This is an optimization exercise on Yosys and OpenROAD, whose aim is a short achievable clock period and few clock cycles, not a production implementation.
The RTL was checked by simulation tests, not by an equivalence proof against the original design.
Power figures rest on the tool's default switching activity, not on a simulated workload.

[design/flow/design.v]
module xbee_rx_engine (
    input  wire        clk,
    input  wire        rst,
    input  wire [7:0]  in_data,
    input  wire        in_valid,
    output wire        in_ready,
    input  wire        eos,           
    output wire [7:0]  out_data,
    output wire        out_valid,
    input  wire        out_ready,
    output wire        out_last,
    output wire [2:0]  out_route,
    output wire        done,
    output wire [15:0] frames,
    output wire [15:0] noise_bytes,
    output wire [15:0] bad_cksum,
    output wire [15:0] truncated,
    output wire [15:0] too_long
);
    localparam [7:0] DELIM = 8'h7E;
    localparam integer H   = 65;      
    localparam integer NS  = H + 1;   
    localparam integer NSUM = 62;     
    localparam [2:0] R_RX      = 3'd0;
    localparam [2:0] R_AT_RESP = 3'd1;
    localparam [2:0] R_TX_STAT = 3'd2;
    localparam [2:0] R_RAT_RSP = 3'd3;
    localparam [2:0] R_UNKNOWN = 3'd4;
    localparam [2:0] R_BAD_LEN = 3'd5;
    reg  rst_r;
    always @(posedge clk) rst_r <= rst;
    wire rst_any = rst | rst_r;
    reg        ir;          
    reg  [7:0] in_reg;
    reg        in_v;        
    reg        eos_r;
    reg        dadv;        
    reg  [6:0] dcnt;        
    wire adv = in_v | dadv;
    always @(posedge clk) begin
        in_reg <= in_data;
        eos_r  <= eos & ~rst_any;
        in_v   <= in_valid & ir & ~rst_any;
    end
    reg  [7:0] dat [0:NS-1];
    reg        vld [0:NS-1];
    reg  [7:0] sum [0:NSUM-1];    
    integer k;
    always @(posedge clk) begin
        if (adv) begin
            dat[0] <= in_reg;
            for (k = 1; k < NS; k = k + 1)
                dat[k] <= dat[k-1];
            for (k = 1; k < NSUM; k = k + 1)
                sum[k] <= sum[k-1];
        end
    end
    always @(posedge clk) begin
        if (rst_r)
            sum[0] <= 8'd0;
        else if (in_v)
            sum[0] <= sum[0] + in_reg;
    end
    always @(posedge clk) begin
        if (rst_r) begin
            for (k = 0; k < NS; k = k + 1)
                vld[k] <= 1'b0;
        end else if (adv) begin
            vld[0] <= in_v;
            for (k = 1; k < NS; k = k + 1)
                vld[k] <= vld[k-1];
        end
    end
    reg  [60:0] oh63;
    reg        isd64, no464, lng64, sv64;
    reg  [7:0] ss64, tgt64;
    reg  [5:0] len64;
    reg  [2:0] rte64;
    reg        ok65, bad65, trn65, tln65;
    reg  [5:0] len65;
    reg  [2:0] rte65;
    reg  [2:0] rt63;
    always @(*) begin
        if (dat[61] == 8'd0)
            rt63 = R_UNKNOWN;
        else case (dat[60])
            8'h90:   rt63 = (dat[61] >= 8'd12) ? R_RX      : R_BAD_LEN;
            8'h88:   rt63 = (dat[61] >= 8'd5)  ? R_AT_RESP : R_BAD_LEN;
            8'h8B:   rt63 = (dat[61] == 8'd7)  ? R_TX_STAT : R_BAD_LEN;
            8'h97:   rt63 = (dat[61] >= 8'd15) ? R_RAT_RSP : R_BAD_LEN;
            default: rt63 = R_UNKNOWN;
        endcase
    end
    reg  [7:0] ss_sel;
    reg        sv_sel;
    always @(*) begin
        ss_sel = 8'd0;
        sv_sel = 1'b0;
        for (k = 0; k <= 60; k = k + 1) begin
            ss_sel = ss_sel | ({8{oh63[k]}} & sum[60-k]);
            sv_sel = sv_sel | (oh63[k] & vld[60-k]);
        end
    end
    always @(posedge clk) begin
        if (adv) begin
            for (k = 0; k <= 60; k = k + 1)
                oh63[k] <= (dat[60] == k);
            isd64 <= vld[63] && dat[63] == DELIM;
            no464 <= !vld[60];
            lng64 <= (dat[62] != 8'd0) || (dat[61] > 8'd60);
            ss64  <= ss_sel;
            sv64  <= sv_sel;
            tgt64 <= sum[61] - 8'd1;
            len64 <= dat[61][5:0];
            rte64 <= rt63;
            ok65  <= isd64 && !no464 && !lng64 && sv64 && ss64 == tgt64;
            bad65 <= isd64 && !no464 && !lng64 && sv64 && ss64 != tgt64;
            trn65 <= isd64 && (no464 || (!lng64 && !sv64));
            tln65 <= isd64 && !no464 && lng64;
            len65 <= len64;
            rte65 <= rte64;
        end
    end
    reg  [5:0]  skip;       
    reg  [2:0]  route;
    reg  [15:0] frames_r;
    reg  [15:0] noise_r;
    reg  [15:0] badck_r;
    reg  [15:0] trunc_r;
    reg  [15:0] toolong_r;
    wire        hd    = adv && vld[H];
    wire        in_fr = (skip != 6'd0);
    wire        wr    = hd && in_fr && (skip != 6'd1);    
    wire [11:0] wbeat = {route, (skip == 6'd2), dat[H]};
    always @(posedge clk) begin
        if (rst_r) begin
            skip      <= 6'd0;
            route     <= R_UNKNOWN;
            frames_r  <= 16'd0;
            noise_r   <= 16'd0;
            badck_r   <= 16'd0;
            trunc_r   <= 16'd0;
            toolong_r <= 16'd0;
        end else if (hd) begin
            if (in_fr) begin
                skip <= skip - 6'd1;
            end else if (ok65) begin
                skip     <= len65 + 6'd3;
                route    <= rte65;
                frames_r <= frames_r + 16'd1;
            end else begin
                noise_r <= noise_r + 16'd1;
                if (bad65) badck_r   <= badck_r + 16'd1;
                if (trn65) trunc_r   <= trunc_r + 16'd1;
                if (tln65) toolong_r <= toolong_r + 16'd1;
            end
        end
    end
    reg  [11:0] fmem [0:7];
    reg  [2:0]  fwp;
    reg  [2:0]  frp;
    reg  [3:0]  fcnt;
    reg         ov;
    reg  [11:0] obeat;
    wire        oload = !ov || out_ready;
    wire        fne   = (fcnt != 4'd0);
    wire        take  = oload && fne;
    always @(posedge clk) begin
        if (wr)
            fmem[fwp] <= wbeat;
    end
    always @(posedge clk) begin
        if (oload)
            obeat <= fmem[frp];
    end
    always @(posedge clk) begin
        if (rst_any) begin
            ov <= 1'b0;
        end else if (oload) begin
            ov <= fne;
        end
    end
    always @(posedge clk) begin
        if (rst_r) begin
            fwp  <= 3'd0;
            frp  <= 3'd0;
            fcnt <= 4'd0;
        end else begin
            if (wr)
                fwp <= fwp + 3'd1;
            if (take)
                frp <= frp + 3'd1;
            fcnt <= fcnt + {3'd0, wr} - {3'd0, take};
        end
    end
    reg  done_r;
    wire [6:0] dcnt_nx = dcnt - {6'd0, dadv};
    always @(posedge clk) begin
        if (rst_any) begin
            ir     <= 1'b0;
            done_r <= 1'b0;
        end else begin
            ir     <= (fcnt < 4'd4);
            done_r <= done_r || (eos_r && dcnt == 7'd0 && !fne && (!ov || out_ready));
        end
    end
    always @(posedge clk) begin
        if (rst_r) begin
            dcnt <= NS[6:0];
            dadv <= 1'b0;
        end else begin
            dcnt <= dcnt_nx;
            dadv <= eos_r && (dcnt_nx != 7'd0) && (fcnt < 4'd4);
        end
    end
    assign in_ready  = ir;
    assign out_valid = ov;
    assign out_data  = obeat[7:0];
    assign out_last  = obeat[8];
    assign out_route = obeat[11:9];
    assign done        = done_r;
    assign frames      = frames_r;
    assign noise_bytes = noise_r;
    assign bad_cksum   = badck_r;
    assign truncated   = trunc_r;
    assign too_long    = toolong_r;
endmodule
[design/flow/config.mk]
export PLATFORM = sky130hd
export DESIGN_NAME = xbee_rx_engine
export DESIGN_NICKNAME = xbee_rx_engine
export VERILOG_FILES = /design/flow/design.v
export SDC_FILE = /design/flow/constraint.sdc
export NUM_CORES = 4
export LEC_CHECK = 0
export CAP_MARGIN = 20
export CORE_MARGIN = 2
export CORE_UTILIZATION = 40
export SLEW_MARGIN = 20
[design/flow/constraint.sdc]
create_clock -name core_clock -period 10.0 [get_ports {clk}]
set_input_delay 2.0000 -clock core_clock [delete_from_list [all_inputs] [get_ports {clk}]]
set_output_delay 2.0000 -clock core_clock [all_outputs]
set_load 0.01 [all_outputs]
[design/flow/run.sh]
#!/bin/bash
# synth_recipe.tcl (not shown) runs the flow's synth.tcl, then flattens the netlist and writes it again
# the make line also repeats each setting of config.mk as NAME=value (left out here)
make -C /OpenROAD-flow-scripts/flow DESIGN_CONFIG=/design/flow/config.mk WORK_HOME=/design/flow/orfs CLKGATE_MAP_FILE= SYNTH_SCRIPT=/design/flow/synth_recipe.tcl finish
==> flow_summary.yaml, run 1 <==
outcome:
  status: "complete, no violations"
layout:
  final_cell_mix: "edfxtp_1, nand2_1, dfxtp_1, a22oi_1, nor2_1"
  drive_gt1_share_pct: 9.77
  antennaDiodeCount: 0
  area_growth_pct: 15.5
  largest_reg_flops: 518
  top_regs: "dat: 518 flops, sum: 496 flops, fmem: 96 flops"
  final_common_cell: "edfxtp_1"
  nNetsFinal: 3065
  fill_cells: 10405
  top_register: "dat"
  design_area_mm2: 0.0569
critical_path:
  crit_family: "buffers and inverters"
  crit_chain: "nor2_4 -> buf_4 -> inv_8 -> buf_12 -> buf_4"
  worstSetupStartpointType: "register"
  path_common_cell: "buf_4"
  max_stage_delay_ns: 0.78
  setup.worst_path.start: "in_v$_DFF_P_"
  arrival_ns: 4.41
  cp_max_fo: 170
  worstSetupEndpointType: "register"
  cp.buffers_inverters: 4
  crit_type: "register to register"
  cpMaxStageDelayCell: "inv_8"
  reg2reg_from: "in_v$_DFF_P_"
  cp_data_required_time_ns: 10.35
detailed_routing:
  vias: 26198
  wl_per_cell_um: 23.9
  drtAntennaViolNets: 0
  drtPass1Iterations: 6
  vias_per_cell: 5.50
  wirelength_um: 114000
  drc: 0
  drt_iter0_markers: 3600
floorplan:
  die_h_um: 355
  ios: 108
  dieArea_mm2: 0.126
  die_w_um: 355
  core_mm2: 0.122
  start_util_pct: 40.4
  rows: 128
power:
  p_comb_share_pct: 3.1
  p_int_mw: 9.63
  powerDensity_mw_per_mm2: 214
  switching_share_pct: 21.0
  p_leak_nw: 16.9
  pwr-share-clk_pct: 42.0
  pwr-share-seq_pct: 54.8
  p_sw_mw: 2.56
  ir_drop_mv: 0.180
clock_tree:
  cts.sink_count: 1410
  htreeDepth: 4
  clock_latency_ns: 0.74
  root_buffer: "clkbuf_16"
  cts_hold_buf: 0
  tritoncts: "done"
  postCtsSetupRepairBufs: 0
  cts_buffers: 143
  clockBufferDepth: 3
  clkTransAtPathRegs_ns: 0.06
  cts_resized: 0
global_routing:
  grt_use_met1_pct: 24.6
  grt_max_degree: 185
  grt_pass1_wl_um: 166000
  grtUsageTotal_pct: 17.8
  grt.met3_usage_pct: 3.84
  grt_pass1_vias: 24881
  grt_use_met2_pct: 27.0
  grt.busiest_layer: "met2"
  overflow: 0
  antenna_found_initial: 0
synth:
  async_reset_ff_share_pct: 0
  postSynthCellCount: 2840
  synth_seq_cells: 1410
  synth_top_family_by_area: "simple AND/OR/NAND/NOR gates"
  synth_edf_count: 1215
  synth_area_leaders: "edfxtp_1, dfxtp_1, a22oi_1"
  ys_seq_area_share_pct: 82.0
  synth_top_area_cell: "edfxtp_1"
  yosys.area_share.simple_pct: 6.66
  syn_area_mm2: 0.0493
  avgSynthCellArea_um2: 17.3
  synth_xor_area_share_pct: 1.62
  synth-compound-area-share_pct: 6.03
  synth.area.mux_share_pct: 1.64
  synthDistinctLibCells: 61
  ys.warnings.count: 4
  synth_fp_nets: 2883
  synthAdderAreaFrac_pct: 0.792
  synthFlopType: "edfxtp_1"
  yosysTopAreaCellShare_pct: 74.1
timing:
  min_period_over_period_pct: 40.6
  setup_ws_ns: 5.94
  skew_ns: 0.0250
  final.min_clock_period_ns: 4.06
  slew_viol_final: 0
  max_slew_margin_pct: 17.8
  finalSetupViolCount: 0
  hold_viol: 0
  rsz0062_at_grt: "no"
  timing.fmax_mhz: 246
  tightest_slew_ns: 1.23
  finalSetupTns_ns: 0
placement:
  portBuffers: 107
  place_hpwl_um: 66600
  gp_congestion: 0.865
  place_ws_ns: 5.22
  post_dp_cell_area_mm2: 0.0524
min_path:
  hold_path_class: "register to register"
  worstHoldStart: "dat[56][2]$_DFFE_PN_"
flow_run:
  maxCapViolCount: 0
area by class of cell:
| cell class | instances | area, um^2 | share of cell area (%) |
|---|---|---|---|
| clock inverter | 74 | 589 | 1.04 |
| tap | 1625 | 2030 | 3.57 |
| inverter | 40 | 158 | 0.277 |
| timing repair buffer | 163 | 1540 | 2.71 |
| multi-input combinational | 1264 | 8260 | 14.5 |
| sequential | 1410 | 40400 | 71.0 |
| clock buffer | 190 | 3910 | 6.87 |
logic make-up (layout without fill, tap and decap cells):
kind of cell | after synthesis | in the layout
DFF | 1410 | 1410
and+or+nand+nor | 678 | 678
AOI/OAI and AO/OA | 416 | 416
buffers and inverters | 166 | 467
xor gates and xnor gates | 91 | 91
muxes | 49 | 49
adders and majority gates | 30 | 30
Yosys cell counts, drive strengths merged, types with 9 or more instances:
master / instances
mux2i: 10
a22o: 35
o21ai: 14
nand3: 69
nand2: 203
buf: 19
nor2b: 13
a22oi: 193
xor2: 42
mux2: 15
xnor2: 49
mux4: 24
edfxtp: 1215
a222oi: 9
a221oi: 35
a21oi: 95
nand4: 73
dfxtp: 195
nor3: 31
and3: 12
and2: 11
clkbuf: 107
ha: 28
nor2: 181
nor4: 23
or4: 21
inv: 39
power by group through the flow:
stage	Combinational [mW]	Sequential, mW	Clock (mW)
2_1_floorplan	0.286	6.86	0
3_3_place_gp	0.387	6.80	0
3_5_place_dp	0.388	6.80	0
4_1_cts	0.389	6.68	5.25
5_1_grt	0.426	6.69	5.47
6_report	0.381	6.68	5.12
through the flow:
stage                     hold slack [ns]  cells  total power, mW  utilization [%]
after floorplan                     0.400   2840             7.15                -
after global placement              0.401   4502             7.19             42.9
after detailed placement            0.405   4502             7.19             42.9
after CTS                           0.396   4766             12.3             46.6
after global routing                0.400   4766             12.6             46.6
final                               0.399   4766             12.2             46.6
routing by layer:
metal,wire length (um),vias up
met3,10700,296
met5,0,-
met4,5020,0
li1,-,11447
met1,47100,13113
met2,51200,1342
final timing paths:
| kind | endpoint | slack [ns] | cells past startpoint |
|---|---|---|---|
| max | dat[30][3]$_DFFE_PN_ | 5.94 | 5 |
| min | dat[57][2]$_DFFE_PN_ | 0.40 | 0 |
| max reg2reg | dat[30][3]$_DFFE_PN_ | 5.94 | 5 |
| min reg2reg | dat[57][2]$_DFFE_PN_ | 0.40 | 0 |
Testbench counts, summed over its fixed seeds: cycles 66,002.
==> run 2, diff against run 1 <==
--- a/design/flow/design.v
+++ b/design/flow/design.v
@@ -165,19 +165,19 @@
     wire        oload = !ov || out_ready;
     wire        fne   = (fcnt != 4'd0);
     wire        take  = oload && fne;
+    wire [3:0]  fcnt_up = fcnt + {3'd0, wr};
+    wire [3:0]  fcnt_dn = fcnt_up - 4'd1;
     always @(posedge clk) begin
         if (wr)
             fmem[fwp] <= wbeat;
     end
     always @(posedge clk) begin
-        if (oload)
+        if (rst_any) begin
+            ov    <= 1'b0;
+            obeat <= 12'd0;
+        end else if (oload) begin
+            ov    <= fne;
             obeat <= fmem[frp];
-    end
-    always @(posedge clk) begin
-        if (rst_any) begin
-            ov <= 1'b0;
-        end else if (oload) begin
-            ov <= fne;
         end
     end
     always @(posedge clk) begin
@@ -190,7 +190,7 @@
                 fwp <= fwp + 3'd1;
             if (take)
                 frp <= frp + 3'd1;
-            fcnt <= fcnt + {3'd0, wr} - {3'd0, take};
+            fcnt <= take ? fcnt_dn : fcnt_up;
         end
     end
     reg  done_r;
==> design/flow/flow/run.sh (new file) <==
#!/bin/bash
# Own layout flow: the standard flow (standard.sh, which runs the ORFS
# make targets with the standard synthesis), with the repair steps aimed at a
# shorter period than the design's 10 ns clock (the constraints themselves
# are not changed), port buffers that may be resized freely, and a fanout
# limit for buffering the wide enables. Each tool's full log stays under
# orfs/logs/; make's own output goes to make_finish.log here.
set -euo pipefail
here=$(pwd)
bash standard.sh \
  SETUP_SLACK_MARGIN=7.2 \
  MATCH_CELL_FOOTPRINT=0 \
  "BUFFER_PORTS_ARGS=-buffer_cell sky130_fd_sc_hd__buf_4" \
  PRE_RESIZE_TCL="$here/flow/fanout.tcl" \
  finish > "$here/make_finish.log" 2>&1
==> design/flow/flow/fanout.tcl (new file) <==
# Sourced before repair_design in the resize step: limit fanout so that the
# design's wide enables get a buffer tree instead of a few long chains.
set_max_fanout 20 [current_design]
==> design/flow/standard.sh (new file) <==
#!/bin/bash
# synth_recipe.tcl (not shown) runs the flow's synth.tcl, then flattens the netlist and writes it again
# the make line also repeats each setting of config.mk as NAME=value (left out here)
make -C /OpenROAD-flow-scripts/flow DESIGN_CONFIG=/design/flow/config.mk WORK_HOME=/design/flow/orfs CLKGATE_MAP_FILE= SYNTH_SCRIPT=/design/flow/synth_recipe.tcl "${@:-finish}"
--- a/design/flow/config.mk
+++ b/design/flow/config.mk
@@ -5,7 +5,11 @@
 export SDC_FILE = /design/flow/constraint.sdc
 export NUM_CORES = 4
 export LEC_CHECK = 0
+export ABC_CLOCK_PERIOD_IN_PS = 2500
 export CAP_MARGIN = 20
 export CORE_MARGIN = 2
-export CORE_UTILIZATION = 40
+export CORE_UTILIZATION = 60
+export CTS_CLUSTER_DIAMETER = 60
+export CTS_CLUSTER_SIZE = 30
+export SETUP_SLACK_MARGIN = 5
 export SLEW_MARGIN = 20
removed: design/flow/run.sh
==> flow_summary.yaml, run 2 <==
layout:
  fin_cells: 4333
  final_cell_mix: "edfxtp_1, nand2_1, a22oi_1, nor2_1, buf_4"
  largest_reg_flops: 518
  nNetsFinal: 3232
  fill_cells: 5283
  design_area_mm2: 0.0568
  top_register: "dat"
  drive_gt1_share_pct: 19.5
  top_regs: "dat: 518 flops, sum: 496 flops, fmem: 96 flops"
  final_common_cell: "edfxtp_1"
  utilization_pct: 69.5
  area_growth_pct: 15.4
global_routing:
  antenna_found_initial: 3
  overflow: 0
  grtUsageTotal_pct: 27.2
  grt_pass1_wl_um: 169000
  grt_max_degree: 31
  grt_pass1_vias: 26061
floorplan:
  core_mm2: 0.0817
  die_h_um: 290
  rows: 105
  start_util_pct: 60.2
  ios: 108
  die_w_um: 290
  dieArea_mm2: 0.0843
clock_tree:
  clkTransAtPathRegs_ns: 0.10
  cts_buffers: 82
  root_buffer: "clkbuf_16"
  cts_hold_buf: 0
  clockBufferDepth: 3
  cts.sink_count: 1410
  htreeDepth: 3
  tritoncts: "done"
  clock_latency_ns: 0.68
timing:
  min_period_over_period_pct: 31.5
  tightest_slew_ns: 1.18
  finalSetupViolCount: 0
  skew_ns: 0.0257
  whs_ns: 0.416
  final.min_clock_period_ns: 3.15
  slew_viol_final: 0
  finalSetupTns_ns: 0
  rsz0062_at_grt: "yes"
  max_slew_margin_pct: 21.2
  setup_ws_ns: 6.85
  timing.fmax_mhz: 317
  hold_viol: 0
critical_path:
  arrival_ns: 1.15
  cpMaxStageDelayCell: "dfxtp_4"
  cp_max_fo: 4
  crit_type: "register to output pin"
  crit_chain: "buf_6"
  cp.buffers_inverters: 1
  worstSetupStartpointType: "register"
  worstSetupEndpointType: "output pin"
  crit_family: "flip-flops"
  cp_data_required_time_ns: 8.00
  max_stage_delay_ns: 0.37
  reg2reg_from: "oh63[51]$_DFFE_PN_"
  setup.worst_path.start: "toolong_r[2]$_SDFFE_PP0P_"
detailed_routing:
  vias: 27354
  wl_per_cell_um: 26.6
  drt_iter0_markers: 3480
  drtPass1Iterations: 9
  drc: 0
  drtAntennaViolNets: 0
  vias_per_cell: 6.31
  wirelength_um: 115000
synth:
  yosys.area_share.simple_pct: 6.66
  ys.warnings.count: 4
  async_reset_ff_share_pct: 0
  synthDistinctLibCells: 62
  synth_area_leaders: "edfxtp_1, dfxtp_1, a22oi_1"
  synth.area.mux_share_pct: 1.55
  yosysTopAreaCellShare_pct: 73.4
  ys_seq_area_share_pct: 81.8
  synth_fp_nets: 2916
  postSynthCellCount: 2876
  synth_top_family_by_area: "simple AND/OR/NAND/NOR gates"
  synthAdderAreaFrac_pct: 0.702
  syn_area_mm2: 0.0492
  synth-compound-area-share_pct: 6.38
  yosysMostFrequentCell: "edfxtp_1"
  synth_seq_cells: 1410
  avgSynthCellArea_um2: 17.1
  synth.top_cells.by_count: "edfxtp_1, dfxtp_1, nand2_1"
  synthFlopType: "edfxtp_1"
  synth_top_area_cell: "edfxtp_1"
  synth_xor_area_share_pct: 1.57
  synth_edf_count: 1203
power:
  p_leak_nw: 17.6
  total_power_mw: 11.1
  ir_drop_mv: 0.154
  powerDensity_mw_per_mm2: 196
outcome:
  status: "complete, no violations"
placement:
  portBuffers: 107
  place_ws_ns: -2.32
  post_dp_cell_area_mm2: 0.0522
  placed_cells: 4064
  gp_congestion: 0.891
  place_hpwl_um: 69800
flow_run:
  maxCapViolCount: 0
min_path:
  worstHoldStart: "dat[19][5]$_DFFE_PN_"
  hold_path_class: "register to register"
[run 2: changes by cell type in the layout (fill, tap and decap cells not counted), sizes merged, moves of 14 or more]
cell / previous run / this run
buf: 56 / 310
clkdlybuf4s50: 107 / 10
clkbuf: 190 / 120
clkinv: 62 / 21
inv: 45 / 85
o21ai: 14 / 31
a211oi: 0 / 14
xor2: 42 / 28
[run 2: power breakdown]
group	total, mW	internal [mW]	leakage (nW)	switching (mW)
sequential	6.72	6.58	11.7	0.148
combinational	0.534	0.203	4.50	0.331
clock	3.85	1.70	1.42	2.15
[run 2: routing by layer]
| metal | vias up | track usage, % | part of all wire [%] |
|---|---|---|---|
| met5 | - | 0 | 0.044 |
| met4 | 8 | 12.1 | 4.5 |
| met3 | 315 | 7.19 | 11 |
| met2 | 1500 | 40.8 | 45 |
| met1 | 13708 | 38.0 | 39 |
| li1 | 11823 | - | - |
[run 2: logic make-up after synthesis]
family	count (synthesis)
compound gates	446
xor+xnor	88
fa+ha+maj	27
buf+inv	174
flops	1410
mux	46
simple gates	685
[run 2: final cells by class]
cell class | count | area, um^2 | share of cell area (%)
diodes | 4 | 10.0 | 0.0176
clock buffers | 87 | 2090 | 3.68
clock inverters | 64 | 842 | 1.48
inverters | 45 | 176 | 0.311
multi-input cells | 1292 | 8350 | 14.7
flip-flops and latches | 1410 | 40500 | 71.2
well taps | 1070 | 1340 | 2.36
repair buffers | 361 | 3530 | 6.21
[run 2: timing repair]
action	in CTS	in global routing
gates resized for setup	455	158
setup endpoints to repair	1335	820
gates cloned	5	1
buffers inserted	51	57
pin swaps	0	1
[run 2: worst paths after layout]
check | cells past startpoint | slack [ns] | endpoint
worst min register to register | 0 | 0.42 | dat[20][5]$_DFFE_PN_
worst min-delay path | 0 | 0.42 | dat[20][5]$_DFFE_PN_
worst max register to register | 4 | 7.19 | ss64[1]$_DFFE_PN_
worst max-delay path | 1 | 6.85 | too_long[2]
Testbench counts of run 2, summed over its fixed seeds: cycles 66,002.
==> run 3, diff against run 2 <==
--- a/design/flow/design.v
+++ b/design/flow/design.v
@@ -156,17 +156,17 @@
             end
         end
     end
-    reg  [11:0] fmem [0:7];
-    reg  [2:0]  fwp;
-    reg  [2:0]  frp;
-    reg  [3:0]  fcnt;
+    reg  [11:0] fmem [0:3];
+    reg  [1:0]  fwp;
+    reg  [1:0]  frp;
+    reg  [2:0]  fcnt;
     reg         ov;
     reg  [11:0] obeat;
     wire        oload = !ov || out_ready;
-    wire        fne   = (fcnt != 4'd0);
+    wire        fne   = (fcnt != 3'd0);
     wire        take  = oload && fne;
-    wire [3:0]  fcnt_up = fcnt + {3'd0, wr};
-    wire [3:0]  fcnt_dn = fcnt_up - 4'd1;
+    wire [2:0]  fcnt_up = fcnt + {2'd0, wr};
+    wire [2:0]  fcnt_dn = fcnt_up - 3'd1;
     always @(posedge clk) begin
         if (wr)
             fmem[fwp] <= wbeat;
@@ -182,14 +182,14 @@
     end
     always @(posedge clk) begin
         if (rst_r) begin
-            fwp  <= 3'd0;
-            frp  <= 3'd0;
-            fcnt <= 4'd0;
+            fwp  <= 2'd0;
+            frp  <= 2'd0;
+            fcnt <= 3'd0;
         end else begin
             if (wr)
-                fwp <= fwp + 3'd1;
+                fwp <= fwp + 2'd1;
             if (take)
-                frp <= frp + 3'd1;
+                frp <= frp + 2'd1;
             fcnt <= take ? fcnt_dn : fcnt_up;
         end
     end
@@ -200,7 +200,7 @@
             ir     <= 1'b0;
             done_r <= 1'b0;
         end else begin
-            ir     <= (fcnt < 4'd4);
+            ir     <= (fcnt < 3'd2);
             done_r <= done_r || (eos_r && dcnt == 7'd0 && !fne && (!ov || out_ready));
         end
     end
@@ -210,7 +210,7 @@
             dadv <= 1'b0;
         end else begin
             dcnt <= dcnt_nx;
-            dadv <= eos_r && (dcnt_nx != 7'd0) && (fcnt < 4'd4);
+            dadv <= eos_r && (dcnt_nx != 7'd0) && (fcnt < 3'd2);
         end
     end
     assign in_ready  = ir;
@@ -218,10 +218,18 @@
     assign out_data  = obeat[7:0];
     assign out_last  = obeat[8];
     assign out_route = obeat[11:9];
+    reg  [15:0] frames_o, noise_o, badck_o, trunc_o, toolong_o;
+    always @(posedge clk) begin
+        frames_o  <= frames_r;
+        noise_o   <= noise_r;
+        badck_o   <= badck_r;
+        trunc_o   <= trunc_r;
+        toolong_o <= toolong_r;
+    end
     assign done        = done_r;
-    assign frames      = frames_r;
-    assign noise_bytes = noise_r;
-    assign bad_cksum   = badck_r;
-    assign truncated   = trunc_r;
-    assign too_long    = toolong_r;
+    assign frames      = frames_o;
+    assign noise_bytes = noise_o;
+    assign bad_cksum   = badck_o;
+    assign truncated   = trunc_o;
+    assign too_long    = toolong_o;
 endmodule
==> flow_summary.yaml, run 3 <==
outcome:
  status: "complete, no violations"
clock_tree:
  root_buffer: "clkbuf_16"
  cts.sink_count: 1439
  tritoncts: "done"
  cts_hold_buf: 0
  clkTransAtPathRegs_ns: 0.09
  htreeDepth: 3
  clockBufferDepth: 3
  clock_latency_ns: 0.66
  cts_buffers: 80
layout:
  largest_reg_flops: 518
  nNetsFinal: 3109
  fill_cells: 5341
  design_area_mm2: 0.0552
  top_regs: "dat: 518 flops, sum: 496 flops, vld: 66 flops"
  drive_gt1_share_pct: 15.9
  top_register: "dat"
  area_growth_pct: 13.1
  final_cell_mix: "edfxtp_1, nand2_1, a22oi_1, dfxtp_1, nor2_1"
  final_common_cell: "edfxtp_1"
synth:
  syn_area_mm2: 0.0488
  ys.warnings.count: 4
  avgSynthCellArea_um2: 17.1
  yosysTopAreaCellShare_pct: 71.0
  synth_seq_cells: 1439
  synth_area_leaders: "edfxtp_1, dfxtp_1, a22oi_1"
  async_reset_ff_share_pct: 0
  synth_fp_nets: 2895
  synth_top_area_cell: "edfxtp_1"
  synth_edf_count: 1155
  yosysMostFrequentCell: "edfxtp_1"
  ys_seq_area_share_pct: 82.7
  postSynthCellCount: 2854
  synth.top_cells.by_count: "edfxtp_1, dfxtp_1, nand2_1"
  synthDistinctLibCells: 64
  synthFlopType: "edfxtp_1"
critical_path:
  worstSetupStartpointType: "register"
  cp_data_required_time_ns: 8.00
  max_stage_delay_ns: 0.37
  cpMaxStageDelayCell: "dfxtp_4"
  arrival_ns: 1.14
  crit_chain: "buf_6"
  cp.buffers_inverters: 1
  crit_type: "register to output pin"
  cp_max_fo: 1
  worstSetupEndpointType: "output pin"
  crit_family: "flip-flops"
timing:
  final.min_clock_period_ns: 3.14
  slew_viol_final: 0
  min_period_over_period_pct: 31.4
  whs_ns: 0.348
  timing.fmax_mhz: 318
  hold_viol: 0
  rsz0062_at_grt: "yes"
  tightest_slew_ns: 1.17
  finalSetupViolCount: 0
  skew_ns: 0.0382
  max_slew_margin_pct: 21.9
global_routing:
  overflow: 0
  antenna_found_initial: 0
  grt_pass1_wl_um: 161000
  grtUsageTotal_pct: 26.7
  grt_pass1_vias: 24987
  grt_max_degree: 32
detailed_routing:
  drt_iter0_markers: 3543
  wl_per_cell_um: 26.7
  wirelength_um: 112000
  vias: 26394
  drtAntennaViolNets: 0
  vias_per_cell: 6.29
  drc: 0
  drtPass1Iterations: 8
power:
  pwr-share-clk_pct: 34.4
  total_power_mw: 11.1
  p_comb_share_pct: 4.1
  switching_share_pct: 22.8
  p_sw_mw: 2.54
  p_int_mw: 8.57
  powerDensity_mw_per_mm2: 201
  pwr-share-seq_pct: 61.5
  p_leak_nw: 17.1
  ir_drop_mv: 0.170
floorplan:
  ios: 108
  dieArea_mm2: 0.0837
  die_h_um: 289
  core_mm2: 0.0805
  start_util_pct: 60.6
  rows: 104
  die_w_um: 289
placement:
  portBuffers: 107
  gp_congestion: 0.887
  place_hpwl_um: 68400
  post_dp_cell_area_mm2: 0.0517
flow_run:
  maxCapViolCount: 0
min_path:
  hold_path_class: "register to register"
## run 3: path summary, 6_finish.rpt
check	startpoint	slack, ns	cells after the start	endpoint
setup reg to reg	oh63[45]$_DFFE_PN_	7.13	4	ss64[6]$_DFFE_PN_
hold / removal	badck_r[15]$_SDFFE_PP0P_	0.35	0	badck_o[15]$_DFF_P_
setup / recovery	noise_o[4]$_DFF_P_	6.86	1	noise_bytes[4]
hold reg to reg	badck_r[15]$_SDFFE_PP0P_	0.35	0	badck_o[15]$_DFF_P_
## run 3: area by class of cell
| type | instances | area (um^2) | area share [%] |
|---|---|---|---|
| Timing Repair Buffer | 250 | 2470 | 4.47 |
| Inverter | 40 | 158 | 0.286 |
| Multi-Input combinational cell | 1257 | 7890 | 14.3 |
| Tap cell | 1060 | 1330 | 2.40 |
| Clock buffer | 91 | 2130 | 3.86 |
| Antenna cell | 1 | 2.50 | 0.00453 |
| Clock inverter | 56 | 736 | 1.33 |
| Sequential cell | 1439 | 40500 | 73.4 |
## run 3: metal layers
metal | vias up | GRT usage (%) | share of wire, %
li1 | 11434 | - | -
met1 | 13212 | 37.8 | 39
met2 | 1501 | 40.4 | 46
met3 | 247 | 5.85 | 11
met4 | 0 | 11.6 | 4.4
met5 | - | 0 | 0
## run 3: repair_timing
action | CTS | global route
gates cloned | 0 | 1
setup endpoints to repair | 1362 | 715
buffers inserted | 1 | 13
hold endpoints to repair | 0 | 0
gates resized for setup | 251 | 221
## run 3: worst reg2reg max path: stages (launching register included)
cell and delay [ns]:
edfxtp_1 0.88, a22oi_1 0.42, nand4_1 0.13, or4_1 0.52, or4_1 0.63
## run 3: power by group through the flow
| stage | clock [mW] | sequential [mW] | combinational (mW) |
|---|---|---|---|
| 4_1_cts | 3.90 | 6.83 | 0.429 |
| 3_5_place_dp | 0 | 6.97 | 0.435 |
| 3_3_place_gp | 0 | 6.97 | 0.360 |
| 2_1_floorplan | 0 | 6.90 | 0.277 |
| 6_report | 3.83 | 6.83 | 0.452 |
| 5_1_grt | 4.11 | 6.85 | 0.485 |
## run 3: cell families after synthesis
logic type | after synthesis | synth area share, %
fa+ha+maj | 28 | 0.733
flops | 1439 | 82.7
compound gates | 433 | 6.25
mux | 20 | 0.723
xor+xnor | 87 | 1.56
buf+inv | 158 | 1.23
simple gates | 689 | 6.84
## run 3: metrics by stage
step	setup slack (ns)	util [%]	std cells	TNS, ns
floorplan	6.30	-	2854	0
global placement	6.12	63.2	3947	0
detailed placement	-0.565	64.2	4030	-11.28
CTS	6.82	67.7	4178	0
global route	6.83	68.5	4193	0
finish	6.86	68.5	4194	0
Testbench counts of run 3, summed over its fixed seeds: cycles 66,002.

==> static timing again, ports no longer ideal <==
How much do the figures lean on ideal ports? The routed layouts below were timed once more, with nothing changed but the port constraints.
Step 1 sets driving cells, clkbuf_16 on the clock port and buf_2 on the other inputs (assumed; they add their load-dependent delay and slew).
Step 2 adds t to the input delays and takes it off the output delays; t is the mean of the earliest and latest rising clock arrival at the registers after step 1. Input paths then give back, and output paths get back, about the clock's delay inside the block.
Three values: ideal, step 1, step 2; two values: the first two.
run | t, ns | slack for setup (ns) | clock arrival spread, ns | worst register clock-pin slew, ns
run 1 | 0.804 | 5.940 / 5.940 / 5.256 | 0.038 / 0.038 | 0.06 / 0.06
run 2 | 0.738 | 6.846 / 6.774 / 6.663 | 0.035 / 0.035 | 0.10 / 0.10
run 3 | 0.715 | 6.859 / 6.790 / 6.730 | 0.044 / 0.044 | 0.11 / 0.11
After both steps setup and hold are still met in every run listed. The setup slack of run 1, which loses most, moves by 0.000 ns with the drivers and by -0.684 ns with both steps.
